Source: an optimization exercise on an open RTL-to-GDS flow (aim: small area, a short achievable clock period and few clock cycles per item). Production flows keep margins and buffers that such runs may drop.
Function was checked by simulation only, so behaviour that the tests miss may differ from the original.
Power figures rest on the tool's default switching activity, not on a simulated workload.

**design/flow/design.v**
```verilog
module nmea_decoder (
    input             clk,
    input             rst,
    input             cmd_valid,
    output            cmd_ready,
    input      [7:0]  cmd_op,
    input      [7:0]  cmd_arg,
    output reg        rsp_valid,
    output reg [7:0]  rsp_status,
    output reg [31:0] rsp_data,
    output            savail
);
    localparam MAXLINE = 120;
    localparam NW = 15;                  
    localparam OP_FEED   = 8'h01, OP_HAS    = 8'h02, OP_TAKE  = 8'h03, OP_LREAD = 8'h04;
    localparam OP_FRST   = 8'h30, OP_FNEXT  = 8'h31, OP_FEMPTY = 8'h32;
    localparam OP_TIMED  = 8'h33, OP_DATED  = 8'h34, OP_COORD = 8'h35, OP_RDREG = 8'h36;
    localparam ST_OK = 8'h00, ST_EMPTY = 8'h01, ST_NO_FIELD = 8'h02;
    localparam ST_BAD_FIELD = 8'h20, ST_BAD_HEMI = 8'h21, ST_OUT_OF_RANGE = 8'h22;
    localparam ST_BAD_OPERAND = 8'hFE, ST_ILLEGAL_OP = 8'hFF;
    localparam CH_LF = 8'h0A;
    reg [MAXLINE*8-1:0] buf0, buf1;
    reg        act;
    reg [6:0]  cur;
    reg        newf;
    reg [6:0]  fp;
    reg [7:0]  r_hour, r_min, r_sec, r_day, r_month, r_year;
    reg [9:0]  r_ms;
    reg [29:0] r_lat_raw, r_lon_raw;
    reg [31:0] r_lat_fix, r_lon_fix;
    reg [7:0]  r_lat_hemi, r_lon_hemi;
    reg [3:0]  r_valid;
    reg [6:0]  n;         
    reg        zset;      
    reg [6:0]  zpos;      
    reg        s_idle, s_fn, s_tk, s_hm, s_ev, s_lr, s_rw;
    reg [1:0]  top;       
    reg        kind;      
    reg [3:0]  wp;        
    reg [1:0]  stp;       
    reg [2:0]  lb;        
    reg [4:0]  rarg;      
    reg        bad;       
    reg        dseen;     
    reg [6:0]  dotpos;    
    reg [6:0]  tj;        
    reg        tcomma;    
    reg [7:0]  hemi;      
    reg [47:0] tb;        
    assign cmd_ready = s_idle;
    assign savail    = newf;
    wire fp_ge_n = (fp >= n);
    reg [63:0] rword;
    integer w;
    always @* begin
        rword = 64'd0;
        for (w = 0; w < NW; w = w + 1) begin
            rword = rword | ({64{act  && wp == w}} & buf0[w*64 +: 64])
                          | ({64{!act && wp == w}} & buf1[w*64 +: 64]);
        end
    end
    reg [7:0] c_stop, c_comma, c_dig, c_dot;
    integer m;
    always @* begin
        for (m = 0; m < 8; m = m + 1) begin
            c_comma[m] = (rword[m*8 +: 8] == 8'h2C);
            c_stop[m]  = (rword[m*8 +: 8] == 8'h00) || c_comma[m] || (rword[m*8 +: 8] == 8'h2A);
            c_dig[m]   = (rword[m*8+4 +: 4] == 4'h3) && (rword[m*8 +: 4] <= 4'h9);
            c_dot[m]   = (rword[m*8 +: 8] == 8'h2E);
        end
    end
    wire       first = s_idle;
    wire [2:0] off   = fp[2:0];
    reg  [7:0] msk;
    always @* begin
        for (m = 0; m < 8; m = m + 1)
            msk[m] = !first || (m >= off);
    end
    wire [7:0] st = c_stop & msk;
    wire       found = |st;
    reg  [2:0] fpos;
    reg  [7:0] intok;         
    reg        seen;
    always @* begin
        fpos = 3'd0;
        seen = 1'b0;
        for (m = 0; m < 8; m = m + 1) begin
            if (st[m] && !seen) fpos = m;
            if (st[m]) seen = 1'b1;
            intok[m] = msk[m] && !seen;
        end
    end
    wire       at_end   = (wp == NW - 1);
    wire       done_w   = found || at_end;           
    wire [6:0] j_here   = found ? {wp, fpos} : 7'd120;
    wire       comma_j  = found && c_comma[fpos];
    wire [7:0] jnx      = {1'b0, j_here} + 8'd1;
    wire [7:0] d_in    = intok & c_dot;
    wire [7:0] o_in    = intok & ~c_dig & ~c_dot;
    reg  [2:0] dfirst;
    reg        dmulti, dany;
    always @* begin
        dfirst = 3'd0;
        dany   = 1'b0;
        dmulti = 1'b0;
        for (m = 0; m < 8; m = m + 1) begin
            if (d_in[m] && dany) dmulti = 1'b1;
            if (d_in[m] && !dany) dfirst = m;
            if (d_in[m]) dany = 1'b1;
        end
    end
    wire is_dated_now = s_idle ? (cmd_op == OP_DATED) : (top == 2'd1);
    wire bad_w = (|o_in) || dmulti || (dany && (dseen_in || is_dated_now));
    wire dseen_in = s_idle ? 1'b0 : dseen;
    reg [7:0] hb;
    always @* begin
        hb = 8'd0;
        for (m = 0; m < 7; m = m + 1)
            if (fpos == m) hb = rword[(m+1)*8 +: 8];
    end
    reg [3:0] rnib [0:7];
    reg [7:0] rin;
    always @* begin
        for (m = 0; m < 8; m = m + 1) begin
            rnib[m] = rword[((m + off) % 8)*8 +: 4];
            rin[m]  = intok[(m + off) % 8];
        end
    end
    reg [47:0] tb_next;
    reg [1:0]  sx;
    integer k;
    always @* begin
        sx = s_idle ? 2'd0 : stp;
        for (k = 0; k < 12; k = k + 1) begin
            if ((({1'b0, off} + (k % 8)) >= 4'd8) ? (sx == (k / 8) + 1) : (sx == (k / 8)))
                tb_next[k*4 +: 4] = rin[k % 8] ? rnib[k % 8] : 4'd0;
            else if (s_idle)
                tb_next[k*4 +: 4] = 4'd0;
            else
                tb_next[k*4 +: 4] = tb[k*4 +: 4];
        end
    end
    wire [6:0] tend = dseen ? dotpos : tj;
    wire [6:0] ni   = tend - fp;
    wire       tempty = (tj == fp);
    reg  [3:0] R [0:5];
    reg  [3:0] F [0:5];
    integer a;
    always @* begin
        for (a = 0; a < 6; a = a + 1) begin
            R[a] = 4'd0;
            F[a] = 4'd0;
        end
        for (a = 0; a < 6; a = a + 1) begin
            case (ni[2:0])
            3'd1: begin if (a < 1) R[a] = tb[(0 - a)*4 +: 4]; if (a + 2 < 12) F[a] = tb[(a + 2)*4 +: 4]; end
            3'd2: begin if (a < 2) R[a] = tb[(1 - a)*4 +: 4]; if (a + 3 < 12) F[a] = tb[(a + 3)*4 +: 4]; end
            3'd3: begin if (a < 3) R[a] = tb[(2 - a)*4 +: 4]; if (a + 4 < 12) F[a] = tb[(a + 4)*4 +: 4]; end
            3'd4: begin if (a < 4) R[a] = tb[(3 - a)*4 +: 4]; if (a + 5 < 12) F[a] = tb[(a + 5)*4 +: 4]; end
            3'd5: begin if (a < 5) R[a] = tb[(4 - a)*4 +: 4]; if (a + 6 < 12) F[a] = tb[(a + 6)*4 +: 4]; end
            3'd6: begin if (a < 6) R[a] = tb[(5 - a)*4 +: 4]; if (a + 7 < 12) F[a] = tb[(a + 7)*4 +: 4]; end
            default: ;
            endcase
        end
    end
    wire [6:0] pr54 = R[5] * 7'd10 + R[4];
    wire [6:0] pr32 = R[3] * 7'd10 + R[2];
    wire [6:0] pr10 = R[1] * 7'd10 + R[0];
    wire [9:0] ms3  = F[0] * 10'd100 + F[1] * 10'd10 + F[2];
    wire [9:0] degv = R[4] * 10'd100 + R[3] * 10'd10 + R[2];
    wire [6:0] pf01 = F[0] * 7'd10 + F[1];
    wire [6:0] pf23 = F[2] * 7'd10 + F[3];
    wire [6:0] pf45 = F[4] * 7'd10 + F[5] + 7'd3;
    wire ni_bad6 = (ni == 7'd0) || (ni > 7'd6);
    wire ni_bad5 = (ni == 7'd0) || (ni > 7'd5);
    wire hemi_ok  = (hemi == 8'h4E) || (hemi == 8'h53) || (hemi == 8'h45) || (hemi == 8'h57);
    wire hemi_neg = (hemi == 8'h53) || (hemi == 8'h57);
    wire f6ge3   = (F[0] != 0) || (F[1] != 0) || (F[2] != 0) || (F[3] != 0) || (F[4] != 0) || (F[5] >= 4'd3);
    wire q_gt0   = (R[1] != 0) || (R[0] != 0) || f6ge3;
    wire q_gt1e7 = (R[1] > 4'd6) || (R[1] == 4'd6 && (R[0] != 0 || f6ge3));
    wire d_ge91  = (R[4] != 0) || (R[3] == 4'd9 && R[2] != 0);
    wire d_eq90  = (R[4] == 0) && (R[3] == 4'd9) && (R[2] == 0);
    wire d_eq89  = (R[4] == 0) && (R[3] == 4'd8) && (R[2] == 4'd9);
    wire d_ge181 = (R[4] > 4'd1) || (R[4] == 4'd1 && (R[3] == 4'd9 || (R[3] == 4'd8 && R[2] != 0)));
    wire d_eq180 = (R[4] == 4'd1) && (R[3] == 4'd8) && (R[2] == 0);
    wire d_eq179 = (R[4] == 4'd1) && (R[3] == 4'd7) && (R[2] == 4'd9);
    wire oor = kind ? (d_ge181 || (d_eq180 && q_gt0) || (d_eq179 && q_gt1e7))
                    : (d_ge91  || (d_eq90  && q_gt0) || (d_eq89  && q_gt1e7));
    reg        jb;            
    reg [1:0]  jc;            
    reg        jkind, jneg;
    reg [9:0]  jdeg;
    reg [6:0]  jmm, jp1, jp2, jp3;
    reg [29:0] jA;
    reg [31:0] jQ;
    reg [2:0]  jr;
    wire       jlast = jb && (jc == 2'd3);
    wire [6:0]  jpsel = (jc == 2'd1) ? jp1 : (jc == 2'd2) ? jp2 : jp3;
    wire [9:0]  jv    = jr * 10'd100 + jpsel;
    wire [6:0]  jd    = jv / 10'd6;
    wire [2:0]  jrn   = jv % 10'd6;
    wire [31:0] jQn   = jQ * 32'd100 + (jneg ? -{25'd0, jd} : {25'd0, jd});
    wire [29:0] jAn   = (jc == 2'd0) ? jdeg * 30'd100 + jmm : jA * 30'd100 + ((jc == 2'd1) ? jp1 : jp2);
    wire [13:0] jq0   = jdeg * 14'd10 + jmm / 7'd6;
    wire [2:0]  jr0   = jmm % 7'd6;
    wire conflict_c = jb && (jkind ? (cmd_arg == 8'h0C || cmd_arg == 8'h0D)
                                    : (cmd_arg == 8'h08 || cmd_arg == 8'h09));
    wire conflict_w = jb && (jkind ? (rarg == 5'h0C || rarg == 5'h0D)
                                             : (rarg == 5'h08 || rarg == 5'h09));
    wire [4:0] rsel = s_rw ? rarg : cmd_arg[4:0];
    wire       rhi  = s_rw ? 1'b0 : (cmd_arg[7:5] != 3'd0);
    reg        rd_ok;
    reg [31:0] rd_val;
    always @* begin
        rd_ok  = !rhi;
        rd_val = 32'd0;
        case (rsel)
            5'h00: rd_val = {24'd0, r_hour};
            5'h01: rd_val = {24'd0, r_min};
            5'h02: rd_val = {24'd0, r_sec};
            5'h03: rd_val = {22'd0, r_ms};
            5'h04: rd_val = {24'd0, r_day};
            5'h05: rd_val = {24'd0, r_month};
            5'h06: rd_val = {24'd0, r_year};
            5'h08: rd_val = {2'd0, r_lat_raw};
            5'h09: rd_val = r_lat_fix;
            5'h0A: rd_val = {24'd0, r_lat_hemi};
            5'h0C: rd_val = {2'd0, r_lon_raw};
            5'h0D: rd_val = r_lon_fix;
            5'h0E: rd_val = {24'd0, r_lon_hemi};
            5'h0F: rd_val = {28'd0, r_valid};
            5'h10: rd_val = {25'd0, cur};
            5'h11: rd_val = {31'd0, act};
            5'h12: rd_val = {31'd0, newf};
            5'h13: rd_val = {25'd0, fp};
            default: rd_ok = 1'b0;
        endcase
        if (!rd_ok) rd_val = 32'd0;
    end
    wire       is_feed  = s_idle && cmd_valid && (cmd_op == OP_FEED);
    wire       is_lf    = (cmd_arg == CH_LF);
    wire [6:0] cur_next = (cur == MAXLINE - 1) ? cur : cur + 7'd1;
    genvar gi;
    generate
        for (gi = 0; gi < MAXLINE; gi = gi + 1) begin : g_byte
            wire hit  = (cur == gi);
            wire hitn = is_lf && (cur_next == gi);
            wire wa   = is_feed && hit && !(gi == MAXLINE - 1 && is_lf);
            wire wz   = is_feed && hitn;
            always @(posedge clk) begin
                if (rst || (!act && wz))      buf0[gi*8 +: 8] <= 8'd0;
                else if (!act && wa)          buf0[gi*8 +: 8] <= cmd_arg;
                if (rst || (act && wz))       buf1[gi*8 +: 8] <= 8'd0;
                else if (act && wa)           buf1[gi*8 +: 8] <= cmd_arg;
            end
        end
    endgenerate
    always @(posedge clk) begin
        if (rst) begin
            act        <= 1'b0;
            cur        <= 7'd0;
            newf       <= 1'b0;
            fp         <= 7'd0;
            n          <= 7'd0;
            zset       <= 1'b0;
            zpos       <= 7'd0;
            r_hour     <= 8'd0;
            r_min      <= 8'd0;
            r_sec      <= 8'd0;
            r_ms       <= 10'd0;
            r_day      <= 8'd0;
            r_month    <= 8'd0;
            r_year     <= 8'd0;
            r_lat_raw  <= 30'd0;
            r_lat_fix  <= 32'd0;
            r_lat_hemi <= 8'd0;
            r_lon_raw  <= 30'd0;
            r_lon_fix  <= 32'd0;
            r_lon_hemi <= 8'd0;
            r_valid    <= 4'd0;
            s_idle     <= 1'b1;
            s_fn       <= 1'b0;
            s_tk       <= 1'b0;
            s_hm       <= 1'b0;
            s_ev       <= 1'b0;
            s_lr       <= 1'b0;
            s_rw       <= 1'b0;
            top        <= 2'd0;
            kind       <= 1'b0;
            wp         <= 4'd0;
            stp        <= 2'd0;
            lb         <= 3'd0;
            rarg       <= 5'd0;
            bad        <= 1'b0;
            dseen      <= 1'b0;
            dotpos     <= 7'd0;
            tj         <= 7'd0;
            tcomma     <= 1'b0;
            hemi       <= 8'd0;
            tb         <= 48'd0;
            jb         <= 1'b0;
            jc         <= 2'd0;
            jkind      <= 1'b0;
            jneg       <= 1'b0;
            jdeg       <= 10'd0;
            jmm        <= 7'd0;
            jp1        <= 7'd0;
            jp2        <= 7'd0;
            jp3        <= 7'd0;
            jA         <= 30'd0;
            jQ         <= 32'd0;
            jr         <= 3'd0;
            rsp_valid  <= 1'b0;
            rsp_status <= 8'd0;
            rsp_data   <= 32'd0;
        end else begin
            rsp_valid <= 1'b0;
            if (jb) begin
                jc <= jc + 2'd1;
                jA <= jAn;
                if (jc == 2'd0) begin
                    jQ <= jneg ? -{18'd0, jq0} : {18'd0, jq0};
                    jr <= jr0;
                end else begin
                    jQ <= jQn;
                    jr <= jrn;
                end
                if (jlast) begin
                    jb <= 1'b0;
                    if (jkind) begin
                        r_lon_raw <= jA;
                        r_lon_fix <= jQn;
                    end else begin
                        r_lat_raw <= jA;
                        r_lat_fix <= jQn;
                    end
                end
            end
            if (s_idle) begin
                if (cmd_valid) begin
                    rsp_status <= ST_OK;
                    rsp_data   <= 32'd0;
                    rsp_valid  <= 1'b1;
                    rarg       <= cmd_arg[4:0];
                    kind       <= cmd_arg[0];
                    bad        <= bad_w;
                    dseen      <= dany;
                    dotpos     <= {wp, dfirst};
                    tj         <= j_here;
                    tcomma     <= comma_j;
                    hemi       <= hb;
                    tb         <= tb_next;
                    stp        <= 2'd1;
                    case (cmd_op)
                    OP_FEED: begin
                        if (is_lf) begin
                            act  <= ~act;
                            cur  <= 7'd0;
                            newf <= 1'b1;
                            n    <= zset ? zpos : cur_next;
                            zset <= 1'b0;
                        end else begin
                            cur <= cur_next;
                            if (cmd_arg == 8'h00 && !zset) begin
                                zset <= 1'b1;
                                zpos <= cur;
                            end
                        end
                    end
                    OP_HAS: rsp_data <= {31'd0, newf};
                    OP_TAKE: begin
                        newf     <= 1'b0;
                        fp       <= 7'd0;
                        wp       <= 4'd0;
                        rsp_data <= {31'd0, ~act};
                    end
                    OP_LREAD: begin
                        if (cmd_arg < MAXLINE) begin
                            rsp_valid <= 1'b0;
                            s_idle    <= 1'b0;
                            s_lr      <= 1'b1;
                            wp        <= cmd_arg[6:3];
                            lb        <= cmd_arg[2:0];
                        end else begin
                            rsp_status <= ST_BAD_OPERAND;
                        end
                    end
                    OP_FRST: begin
                        fp <= 7'd0;
                        wp <= 4'd0;
                    end
                    OP_FEMPTY: rsp_data <= {31'd0, fp_ge_n || c_stop[off]};
                    OP_RDREG: begin
                        if (conflict_c) begin
                            rsp_valid <= 1'b0;
                            s_idle    <= 1'b0;
                            s_rw      <= 1'b1;
                        end else if (rd_ok) begin
                            rsp_data <= rd_val;
                        end else begin
                            rsp_status <= ST_BAD_OPERAND;
                        end
                    end
                    OP_FNEXT: begin
                        if (fp_ge_n) begin
                            rsp_status <= ST_NO_FIELD;
                        end else if (done_w) begin
                            if (comma_j) begin
                                fp       <= jnx[6:0];
                                wp       <= jnx[6:3];
                                rsp_data <= {24'd0, jnx};
                            end else begin
                                rsp_status <= ST_NO_FIELD;
                            end
                        end else begin
                            rsp_valid <= 1'b0;
                            s_idle    <= 1'b0;
                            s_fn      <= 1'b1;
                            wp        <= wp + 4'd1;
                        end
                    end
                    OP_TIMED, OP_DATED, OP_COORD: begin
                        top <= (cmd_op == OP_TIMED) ? 2'd0 : (cmd_op == OP_DATED) ? 2'd1 : 2'd2;
                        if (cmd_op == OP_COORD && cmd_arg > 8'd1) begin
                            rsp_status <= ST_BAD_OPERAND;
                        end else if (fp_ge_n) begin
                            rsp_status <= ST_EMPTY;
                        end else begin
                            rsp_valid <= 1'b0;
                            s_idle    <= 1'b0;
                            if (!done_w) begin
                                s_tk <= 1'b1;
                                wp   <= wp + 4'd1;
                            end else if (cmd_op == OP_COORD && comma_j && fpos == 3'd7 && !at_end) begin
                                s_hm <= 1'b1;
                                wp   <= wp + 4'd1;
                            end else begin
                                s_ev <= 1'b1;
                            end
                        end
                    end
                    default: rsp_status <= ST_ILLEGAL_OP;
                    endcase
                end
            end
            if (s_fn) begin
                if (done_w) begin
                    s_fn      <= 1'b0;
                    s_idle    <= 1'b1;
                    rsp_valid <= 1'b1;
                    rsp_data  <= 32'd0;
                    if (comma_j) begin
                        rsp_status <= ST_OK;
                        fp         <= jnx[6:0];
                        wp         <= jnx[6:3];
                        rsp_data   <= {24'd0, jnx};
                    end else begin
                        rsp_status <= ST_NO_FIELD;
                        wp         <= fp[6:3];
                    end
                end else begin
                    wp <= wp + 4'd1;
                end
            end
            if (s_tk) begin
                tb  <= tb_next;
                stp <= (stp == 2'd3) ? stp : stp + 2'd1;
                if (bad_w) bad <= 1'b1;
                if (!dseen && dany) begin
                    dseen  <= 1'b1;
                    dotpos <= {wp, dfirst};
                end
                if (done_w) begin
                    tj     <= j_here;
                    tcomma <= comma_j;
                    hemi   <= hb;
                    s_tk   <= 1'b0;
                    if (top == 2'd2 && comma_j && fpos == 3'd7 && !at_end) begin
                        s_hm <= 1'b1;
                        wp   <= wp + 4'd1;
                    end else begin
                        s_ev <= 1'b1;
                        wp   <= fp[6:3];
                    end
                end else begin
                    wp <= wp + 4'd1;
                end
            end
            if (s_hm) begin
                hemi <= rword[7:0];
                s_hm <= 1'b0;
                s_ev <= 1'b1;
                wp   <= fp[6:3];
            end
            if (s_ev) begin
                rsp_data <= 32'd0;
                if (tempty) begin
                    rsp_status <= ST_EMPTY;
                    rsp_valid  <= 1'b1;
                    s_ev       <= 1'b0;
                    s_idle     <= 1'b1;
                end else if (top == 2'd0) begin
                    rsp_valid <= 1'b1;
                    s_ev      <= 1'b0;
                    s_idle    <= 1'b1;
                    if (bad || ni_bad6) begin
                        rsp_status <= ST_BAD_FIELD;
                    end else begin
                        rsp_status <= ST_OK;
                        r_hour     <= {1'b0, pr54};
                        r_min      <= {1'b0, pr32};
                        r_sec      <= {1'b0, pr10};
                        r_ms       <= ms3;
                        r_valid[0] <= 1'b1;
                    end
                end else if (top == 2'd1) begin
                    rsp_valid <= 1'b1;
                    s_ev      <= 1'b0;
                    s_idle    <= 1'b1;
                    if (bad || ni_bad6) begin
                        rsp_status <= ST_BAD_FIELD;
                    end else begin
                        rsp_status <= ST_OK;
                        r_day      <= {1'b0, pr54};
                        r_month    <= {1'b0, pr32};
                        r_year     <= {1'b0, pr10};
                        r_valid[1] <= 1'b1;
                    end
                end else begin
                    if (bad || ni_bad5 || !dseen) begin
                        rsp_status <= ST_BAD_FIELD;
                        rsp_valid  <= 1'b1;
                        s_ev       <= 1'b0;
                        s_idle     <= 1'b1;
                    end else if (!tcomma || !hemi_ok) begin
                        rsp_status <= ST_BAD_HEMI;
                        rsp_valid  <= 1'b1;
                        s_ev       <= 1'b0;
                        s_idle     <= 1'b1;
                    end else if (oor) begin
                        rsp_status <= ST_OUT_OF_RANGE;
                        rsp_valid  <= 1'b1;
                        s_ev       <= 1'b0;
                        s_idle     <= 1'b1;
                    end else if (!jb || jlast) begin
                        rsp_status <= ST_OK;
                        rsp_valid  <= 1'b1;
                        s_ev       <= 1'b0;
                        s_idle     <= 1'b1;
                        if (kind) begin
                            r_lon_hemi <= hemi;
                            r_valid[3] <= 1'b1;
                        end else begin
                            r_lat_hemi <= hemi;
                            r_valid[2] <= 1'b1;
                        end
                        jb    <= 1'b1;
                        jc    <= 2'd0;
                        jkind <= kind;
                        jneg  <= hemi_neg;
                        jdeg  <= degv;
                        jmm   <= pr10;
                        jp1   <= pf01;
                        jp2   <= pf23;
                        jp3   <= pf45;
                    end
                end
            end
            if (s_lr) begin
                s_lr       <= 1'b0;
                s_idle     <= 1'b1;
                rsp_valid  <= 1'b1;
                rsp_status <= ST_OK;
                rsp_data   <= {24'd0, rword[lb*8 +: 8]};
                wp         <= fp[6:3];
            end
            if (s_rw && !conflict_w) begin
                s_rw       <= 1'b0;
                s_idle     <= 1'b1;
                rsp_valid  <= 1'b1;
                rsp_status <= ST_OK;
                rsp_data   <= rd_val;
            end
        end
    end
endmodule
```
**design/flow/run.sh**
```bash
#!/bin/bash
# synth_recipe.tcl (not shown) runs the flow's synth.tcl, then flattens the netlist and writes it again
# the make line also repeats each setting of config.mk as NAME=value (left out here)
make -C /OpenROAD-flow-scripts/flow DESIGN_CONFIG=/design/flow/config.mk WORK_HOME=/design/flow/orfs CLKGATE_MAP_FILE= SYNTH_SCRIPT=/design/flow/synth_recipe.tcl finish
```
**design/flow/config.mk**
```make
export PLATFORM = sky130hd
export DESIGN_NAME = nmea_decoder
export DESIGN_NICKNAME = nmea_decoder
export VERILOG_FILES = /design/flow/design.v
export SDC_FILE = /design/flow/constraint.sdc
export NUM_CORES = 4
export LEC_CHECK = 0
export CAP_MARGIN = 20
export CORE_MARGIN = 2
export CORE_UTILIZATION = 40
export SLEW_MARGIN = 20
```
**design/flow/constraint.sdc**
```tcl
create_clock -name core_clock -period 32.0 [get_ports {clk}]
set_input_delay 6.4000 -clock core_clock [delete_from_list [all_inputs] [get_ports {clk}]]
set_output_delay 6.4000 -clock core_clock [all_outputs]
set_load 0.01 [all_outputs]
```
==> summary.md <==
| Metric | Value |
|---|---|
| Hold Path Depth | 2 |
| Setup crit start kind | primary input |
| Number of max-cap violations | 0 |
| Pin count of the biggest net entering global routing | 125 |
| RSZ-0062 raised after global routing | false |
| Minimum clock period | 10960 ps |
| Commonest cells after routing, fill and taps aside | nand2_1, a21oi_1, dfxtp_1 |
| Share of async-settable or async-resettable flops after synthesis | 0 |
| Total GRT Usage | 0.4001 |
| Worst IR drop on VDD | about 0.038 mV |
| Initial antenna violation count | 105 |
| Worst-Margin Slew | 1388 ps |
| HP Class | register to register |
| Run status | complete, no violations |
| Ys flop type | dfxtp_1 |
| FP Rows | 204 |
| Starting Density | 0.4013 |
| # fillers | ~31000 |
| Share of cells above drive strength 1 | 0.07139 |
| Placer Congestion | roughly 1.1 |
| EDFF count, synth | 0 |
| Post-Route Utilization | 0.4496 |
| CTS buffer count | 278 |
| Vias in the first global route | around 110k |
| Hold path endpoint | buf0[824] |
| Die Span Y | between 500 and 600 microns |
| Number of hold buffers added after cts | 0 |
| Die Area | 313800 sq um |
| Arrival time at the worst endpoint | 11800 ps |
| Chip width | around 560 microns |
| Fin nets | 16410 |
| Yosys warnings | 4 |
| Hold_sp | buf0[824] |
| DR vias | approximately 130k |
| Final Skew | between 80 and 90 ps |
| CTS tree | built |
| Core box area | 308300 sq um |
| Fmax | approximately 0.09 GHz |
| PortBufs | roughly 60 |
| Layout area overhead | 12.03% |
| Final setup vio count | 0 |
| Syn avg cell area | 7.666 sq um |
| Worst-path fanout max | 17 |
| CTS Root Cell | clkbuf_16 |
| Wirelength, routed | 661.6 mm |
| CTS sink count | 2390 |
| Reg-to-reg setup timing slack | 21780 ps |
| CP required | 32840 ps |
| H-tree levels | 5 |
| Pwr Total | 0.006503 W |
| DR iter-0 viols | about 22000 |
| Crit. End Element | register |
| IO Count | 62 |
| Setup TNS | 0 ps |
| Kind of critical path | primary input to register |
| Grt ovf | 0 |
| Number of synthesized register bits | 2390 |
| Net count after synthesis | 16620 |
| Post_cts resized | 0 |
| Power per cell area | 46.91 nW/um^2 |
| Setup bufs post-CTS | 0 |
| LEAKAGE | ~48 nW |
| Rel. slew slack | 0.07483 |
| Final Hold Viols | 0 |
| Final period utilization | 0.3426 |
| Worst r2r src | jc[1] |
| Post-Syn Area | 123700 sq um |
| Pre-CTS setup slack | 20520 ps |
| PnR worst setup slack | 21040 ps |
| Mapped Cells | 16140 |
| WL/cell | ~32 microns |
| Vias/cell | approximately 6.5 |
| First-pass iteration count of the detailed router | 10 |
| Drc violations | 0 |
| R2R cell count | 38 |
| Commonest non-fill, non-tap cell in the layout | nand2_1 |
| Register area share after synthesis | 0.3867 |
| First-pass GRT wire length | 904.8 mm |
| Max Slew Vio Count | 0 |
| Reg-to-Reg End | r_lon_fix[31] |
| Clock latency (worst-skew pair) | about 960 ps |
| Clock Tree Buf Depth | 4 |
| ANT nets after route | 0 |
| Post-DP HPWL | ~440 mm |
| Post-synth cell types | 122 |
| Clock transition at the registers of the reported paths | 60 ps |
## report_power, final
group / switching, W / internal (W) / total (W)
Sequential: 0.00000283 / 0.00298 / 0.00298
Clock: 0.00142 / 0.00191 / 0.00333
Combinational: 0.000167 / 0.0000307 / 0.000198
## metal layers
layer  wire length, microns  share of wire  track usage
met1                 254800           0.39       0.5206
met2                 248600           0.38       0.5155
met3                 106100           0.16       0.1868
met4                  51120          0.077       0.2693
met5                   1045         0.0016     0.009789
## area by class of cell
cell class	instances	area [sq um]	share of cell area
tap	4120	5155	0.03719
sequential	2390	47860	0.3453
antenna	127	317.8	0.002292
multi-input combinational	12410	71090	0.5128
clock buffer	404	8147	0.05877
timing repair buffer	407	3387	0.02443
clock inverter	84	1018	0.007347
inverter	440	1652	0.01191
## Yosys cell counts, drive strengths merged (34+ instances only)
library cell / instances / area share
a22oi: 439 / 0.027
a2bb2oi: 50 / 0.0036
nor3: 112 / 0.0048
nor3b: 41 / 0.0026
inv: 438 / 0.013
nand3b: 71 / 0.0043
buf: 215 / 0.011
ha: 381 / 0.039
nor4: 61 / 0.0041
fa: 79 / 0.013
o21bai: 81 / 0.0049
or3b: 36 / 0.0025
xor2: 75 / 0.0053
mux2: 63 / 0.0057
a211oi: 82 / 0.0051
mux4: 34 / 0.0062
o22ai: 133 / 0.0067
or2: 36 / 0.0018
a22o: 101 / 0.0071
o2bb2ai: 36 / 0.0025
nand4: 71 / 0.0036
nor2: 911 / 0.028
nor2b: 60 / 0.0030
o21ai: 404 / 0.016
xnor2: 168 / 0.012
a221oi: 94 / 0.0069
and2: 58 / 0.0029
or3: 38 / 0.0019
and3: 60 / 0.0030
o211ai: 49 / 0.0030
nand2b: 58 / 0.0031
mux2i: 513 / 0.042
nand2: 4679 / 0.14
dfxtp: 2390 / 0.39
a21oi: 2434 / 0.098
clkbuf: 685 / 0.021
nand3: 184 / 0.0074
a21o: 249 / 0.015
## state kept, by name, indices dropped and copies added, names as in the netlist, 30 cells and up
signal	cells
r_lat_fix	32
r_lon_raw	30
rsp_data	32
r_lat_raw	30
buf1	960
buf0	960
r_lon_fix	32
jQ	30
jA	30
tb	48
## how the worst max path moves through the flow
stage / cells after the start / slack [ps] / to / from
finish: 11 / 21040 / buf1[742] / cmd_op[2]
global route: 38 / 20820 / r_lon_fix[31] / jc[1]
CTS: 10 / 21410 / buf1[859] / cmd_op[2]
detailed placement: 10 / 20520 / buf1[805] / cmd_op[2]
global placement: 10 / 20570 / buf1[798] / cmd_op[2]
floorplan: 14 / 22730 / buf0[504] / cmd_arg[5]
## per-stage QoR
stage | area (sq um) | cells | hold slack (ps)
after floorplan | 123700 | 16140 | 425.2
after global placement | 129100 | 19770 | 432.6
after detailed placement | 129100 | 19770 | 438.1
after CTS | 138300 | 20250 | 447.1
after global routing | 138400 | 20270 | 463.2
final | 138600 | 20380 | 447.5
## critical path, stage by stage
cell and delay [ps]:
clkdlybuf4s50_1 570, or2_2 370, nor2_1 210, and3_1 540, nand2b_1 490, nor3b_1 800
nand3_2 970, buf_4 600, nor2_1 560, nand2_1 120, a21oi_1 150
## logic make-up after synthesis
kind of cell / synth area share
XOR/XNOR: 0.01738
AO/OA/AOI/OAI: 0.2222
AND/OR/NAND/NOR: 0.2233
multiplexers: 0.05355
flip-flops: 0.3867
adder cells (fa/ha/maj): 0.05155
buffers and inverters: 0.04534
Testbench counts, summed over its fixed seeds: cycles 32,028, ops 28,081.

## afterwards: timing with drivers on the ports
Ports are ideal in the flow. The routed layout listed here was re-timed in OpenROAD. Step 1: set_driving_cell puts a clkbuf_16 on clk and a buf_2 on each other input, an assumption about the parent block. Step 2 times the ports against the registers' clock, not the clock port: input delays grow and output delays shrink by t, the midpoint of the rising clock arrivals with the driver on. Slacks: no drivers / after step 1 / after step 2; pairs: no drivers / after step 1.
shift t [ns]: 1.014
setup slack, ns: 21.035 / 21.112 / 20.098
worst setup path at the end: input to register
slew at the worst register clock pin (ns): 0.07 / 0.07
pins driven straight from the clock port: 1
After both steps setup and hold are still met in this run. The setup slack of this run moves by +0.077 ns with the drivers and by -0.937 ns with both steps.
